This is an optimization exercise on Yosys and OpenROAD, whose aim is small area, a short achievable clock period and few clock cycles, not a production implementation.
Only simulation tests tie the RTL to the original design; equivalence was not proved.
No activity file was given, so power comes from the tool's default toggle rates.

Design fpc_compress, start of the top module:
module fpc_compress (
    input  wire        clk,
    input  wire        rst,           
    input  wire        start,
    input  wire        cfg_w8,        
    output wire        start_ready,
    input  wire        in_valid,
    output wire        in_ready,
    input  wire [63:0] in_data,
    input  wire        in_last,
    output reg         out_valid,
    input  wire        out_ready,
    output reg  [63:0] out_data,
    output reg  [3:0]  out_bytes,
    output reg         out_last
);
export LEC_CHECK = 0
export CAP_MARGIN = 20
export CORE_MARGIN = 2
export CORE_UTILIZATION = 40
export CTS_BUF_LIST = sky130_fd_sc_hd__clkbuf_16
export CTS_CLUSTER_DIAMETER = 50
export CTS_CLUSTER_SIZE = 25
export PLACE_DENSITY = 0.6
export SLEW_MARGIN = 20
create_clock -name core_clock -period 11.0 [get_ports {clk}]
standard.sh (not shown) runs the stock make flow with config.mk's settings and CLKGATE_MAP_FILE= SYNTH_SCRIPT=/design/flow/synth_recipe.tcl, a recipe that flattens the netlist after the stock synthesis.
==> flow/flow/run.sh <==
#!/bin/bash
set -euo pipefail
bash standard.sh SETUP_SLACK_MARGIN=7 finish > standard.log 2>&1
The baseline went through all stages and came out clean.
Testbench counts at the start, summed over its fixed seeds: cycles 8,162.
Next try:
Settings changed: CORE_UTILIZATION 40 to 60, PLACE_DENSITY 0.6 to 0.75.
=> The new run finished with timing, DRC and antenna clean; total power fell by 3.2%; global-route usage rose by 12 points; synthesized area is unchanged; design area fell by 2.0%; clock skew fell by 0.050 ns; wire length fell by 4.0%; first-iteration DRC count rose by 15%; sequential power barely changes; critical path depth fell by 2.
Next try:
Settings changed: CORE_UTILIZATION 60 to 40, CTS_BUF_LIST sky130_fd_sc_hd__clkbuf_16 to not set, CTS_CLUSTER_DIAMETER 50 to not set, CTS_CLUSTER_SIZE 25 to not set, PLACE_DENSITY 0.75 to 0.6.
- The changed run finished with timing, DRC and antenna clean
- wire length rose by 5.1%
- register-to-register slack improves by 0.11 ns
- via count fell by 1.5%
- critical path depth fell by 11
- final area rose by 2.4%
- die area rose by 50%
Next try:
==> flow/flow/run.sh (replaced) <==
#!/bin/bash
set -euo pipefail
bash standard.sh SETUP_SLACK_MARGIN=7.5 finish > standard.log 2>&1
Settings changed: CORE_UTILIZATION 40 to 60, CTS_BUF_LIST set to sky130_fd_sc_hd__clkbuf_16, CTS_CLUSTER_DIAMETER set to 50, CTS_CLUSTER_SIZE set to 25, PLACE_DENSITY 0.6 to 0.75.
Result:
- The changed run completed without violations
- final area increases by 1.1%
- combinational power goes up by 15%
- global-route usage grows by 13 points
- die area drops by 33%
- setup slack gets worse by 0.048 ns
- wire length is lower by 0.69%

Another version of the RTL of fpc_compress (not shown whole).
Size: about 8,900 cells after synthesis, roughly 3,000 flip-flops, roughly 0.12 mm² of cells after synthesis.
==> flow/config.mk <==
export PLATFORM = sky130hd
export DESIGN_NAME = fpc_compress
export DESIGN_NICKNAME = fpc_compress
export VERILOG_FILES = /design/flow/design.v
export SDC_FILE = /design/flow/constraint.sdc
export NUM_CORES = 4
export LEC_CHECK = 0
export CAP_MARGIN = 20
export CORE_MARGIN = 2
export CORE_UTILIZATION = 40
export PLACE_DENSITY = 0.6
export SLEW_MARGIN = 20
==> flow/constraint.sdc <==
create_clock -name core_clock -period 11.0 [get_ports {clk}]
set_input_delay 2.2000 -clock core_clock [delete_from_list [all_inputs] [get_ports {clk}]]
set_output_delay 2.2000 -clock core_clock [all_outputs]
set_load 0.01 [all_outputs]
==> flow/flow/run.sh <==
#!/bin/bash
set -euo pipefail
bash standard.sh SETUP_SLACK_MARGIN=7.5 finish > standard.log 2>&1
Testbench counts at the start, summed over its fixed seeds: cycles 8,120.
==> next run, changes <==
==> flow/flow/run.sh (replaced) <==
#!/bin/bash
set -euo pipefail
bash standard.sh SETUP_SLACK_MARGIN=7.75 finish > standard.log 2>&1
Outcome: Sequential power hardly moves. Critical path depth is unchanged. Via count increases by 0.51%. Cell area increases by 2.2%. Sequential share of layout area decreases by 1.2 points. Clock skew increases by 0.010 ns. Combinational power increases by about 4%. Wire length hardly moves. Total power increases by 2.0%. Non-clock buffer count increases by 109.

== run 1 ==
fpc_compress, a different RTL version from the one above (not shown whole).
Size: roughly 8400 cells after synthesis, roughly 2900 flip-flops, roughly 120000 um2 of cells after synthesis.
Design fpc_compress, start of the top module:
module fpc_compress (
    input  wire        clk,
    input  wire        rst,           
    input  wire        start,
    input  wire        cfg_w8,        
    output wire        start_ready,
    input  wire        in_valid,
    output wire        in_ready,
    input  wire [63:0] in_data,
    input  wire        in_last,
    output reg         out_valid,
    input  wire        out_ready,
    output reg  [63:0] out_data,
    output reg  [3:0]  out_bytes,
    output reg         out_last
);
export LEC_CHECK = 0
export CAP_MARGIN = 20
export CORE_MARGIN = 2
export CORE_UTILIZATION = 40
export PLACE_DENSITY = 0.6
export SLEW_MARGIN = 20
create_clock -name core_clock -period 11.0 [get_ports {clk}]
==> flow/flow/run.sh <==
#!/bin/bash
set -euo pipefail
bash standard.sh SETUP_SLACK_MARGIN=7 finish > standard.log 2>&1
Testbench counts of run 1, summed over its fixed seeds: cycles 8,162.
> inputs changed (run 1 -> run 2)
==> flow/flow/run.sh <==
#!/bin/bash
set -euo pipefail
bash standard.sh SETUP_SLACK_MARGIN=7.5 finish > standard.log 2>&1
==> comparison <==
Run 2 vs run 1: worst path buffer plus inverter count up in run 2
Final max-slew violation count: run 2 vs run 1 identical
Higher internal power contribution goes to run 2 over run 1.
[compare] base=run 1 new=run 2: area occupied by registers essentially unchanged, fraction of cell area in non-clock buffers increased 0.98 points, clock transition at the registers of the reported paths essentially unchanged.
Final period demand of the worst path for run 2: 0.22 ns down relative to run 1
Looking at post-detailed-routing wire length, run 2 sits 2.6% higher than run 1 does.
Higher area overhead of the layout relative to synthesis among run 1 and run 2: run 2
When run 2 is set beside run 1, its portion of the clock cycle consumed by the worst path in the final layout turns out to be 2.0 points smaller.
Critical path startpoint = b_xd[29]$_DFFE_PP_: run 1; critical path startpoint = wd[0][57]$_DFFE_PP_: run 2
The inputs of run 3 differ from those of run 2 as listed below.
==> flow/flow/run.sh <==
#!/bin/bash
set -euo pipefail
bash standard.sh SETUP_SLACK_MARGIN=7.75 finish > standard.log 2>&1
## What came out
Run 3 finished every step from synthesis to the final layout, and the layout passed the timing, DRC and antenna checks.
The run showing the smaller footprint of the multi-input gates is run 2.
Run 3 and run 2 ended up with nearly the same hold slack.
Comparing core utilization of the finished layout for run 3 and run 2, the bigger number came from run 3.
What run 4 does differently from run 3 at the input level:
- putting CTS_CLUSTER_DIAMETER at 50 where nothing was set
- putting CTS_CLUSTER_SIZE at 25 where nothing was set
- putting CTS_BUF_LIST at sky130_fd_sc_hd__clkbuf_16 where nothing was set
==> flow/flow/run.sh <==
#!/bin/bash
set -euo pipefail
bash standard.sh SETUP_SLACK_MARGIN=7.5 finish > standard.log 2>&1
Findings:
The fraction of area in registers of run 4 exceeds that of run 3 by 2.1 points.
Between run 4 and run 3, it is run 4 whose switching share of total power is higher, by 1.6 points.
In run 4, design area is lower than in run 3.
Compared with run 3, run 4 shows non-clock buffer count that has gone down by more than a quarter.
Global-route wire length before repair (run 4 over run 3): decrease, 1.2%
Run 4 consumes less power than run 3 does.
Run 4 completed end to end with timing, DRC and antenna clean.
Summary of the comparison: setup slack of the critical path after layout is higher in run 4, relative to run 3.

==> afterwards: timing with drivers on the ports <==
Ports are ideal in the flow. The routed layouts listed here were re-timed in OpenROAD.
Step 1 sets driving cells, clkbuf_16 on the clock port and buf_2 on the other inputs (assumed; they add their load-dependent delay and slew).
Step 2 moves the port delays by t, midway between the first and last clock arrival at a register: inputs arrive t later, outputs are due t later. That takes back most of the time a late clock gives input paths.
a / b / c = no drivers / after step 1 / after step 2; a / b = the first two.
run | t (ns) | setup WS [ns] | worst setup path after step 2 | worst register clock-pin slew, ns
the first run of note 1 | 1.011 | 6.999 / 6.945 / 6.083 | input to register | 0.09 / 0.09
the second run of note 1 | 0.980 | 6.952 / 6.952 / 6.041 | input to register | 0.10 / 0.10
the third run of note 1 | 0.958 | 7.061 / 6.954 / 6.209 | input to register | 0.07 / 0.07
the fourth run of note 1 | 0.979 | 7.013 / 7.013 / 6.517 | input to register | 0.10 / 0.10
the first run of note 2 | 0.954 | 6.483 / 6.483 / 6.479 | input to register | 0.07 / 0.07
the second run of note 2 | 0.955 | 6.494 / 6.494 / 6.494 | register to register | 0.07 / 0.07
run 1 | 0.950 | 7.035 / 6.973 / 6.155 | input to register | 0.07 / 0.07
run 2 | 0.927 | 7.259 / 7.169 / 6.652 | input to register | 0.07 / 0.07
run 3 | 0.945 | 7.265 / 7.168 / 6.586 | input to register | 0.07 / 0.07
run 4 | 0.964 | 7.273 / 7.160 / 6.666 | input to register | 0.09 / 0.09
After both steps setup and hold are still met in every run listed. For the first run of note 1, which loses most, drivers alone change the setup slack by -0.054 ns; drivers and shift together by -0.916 ns.
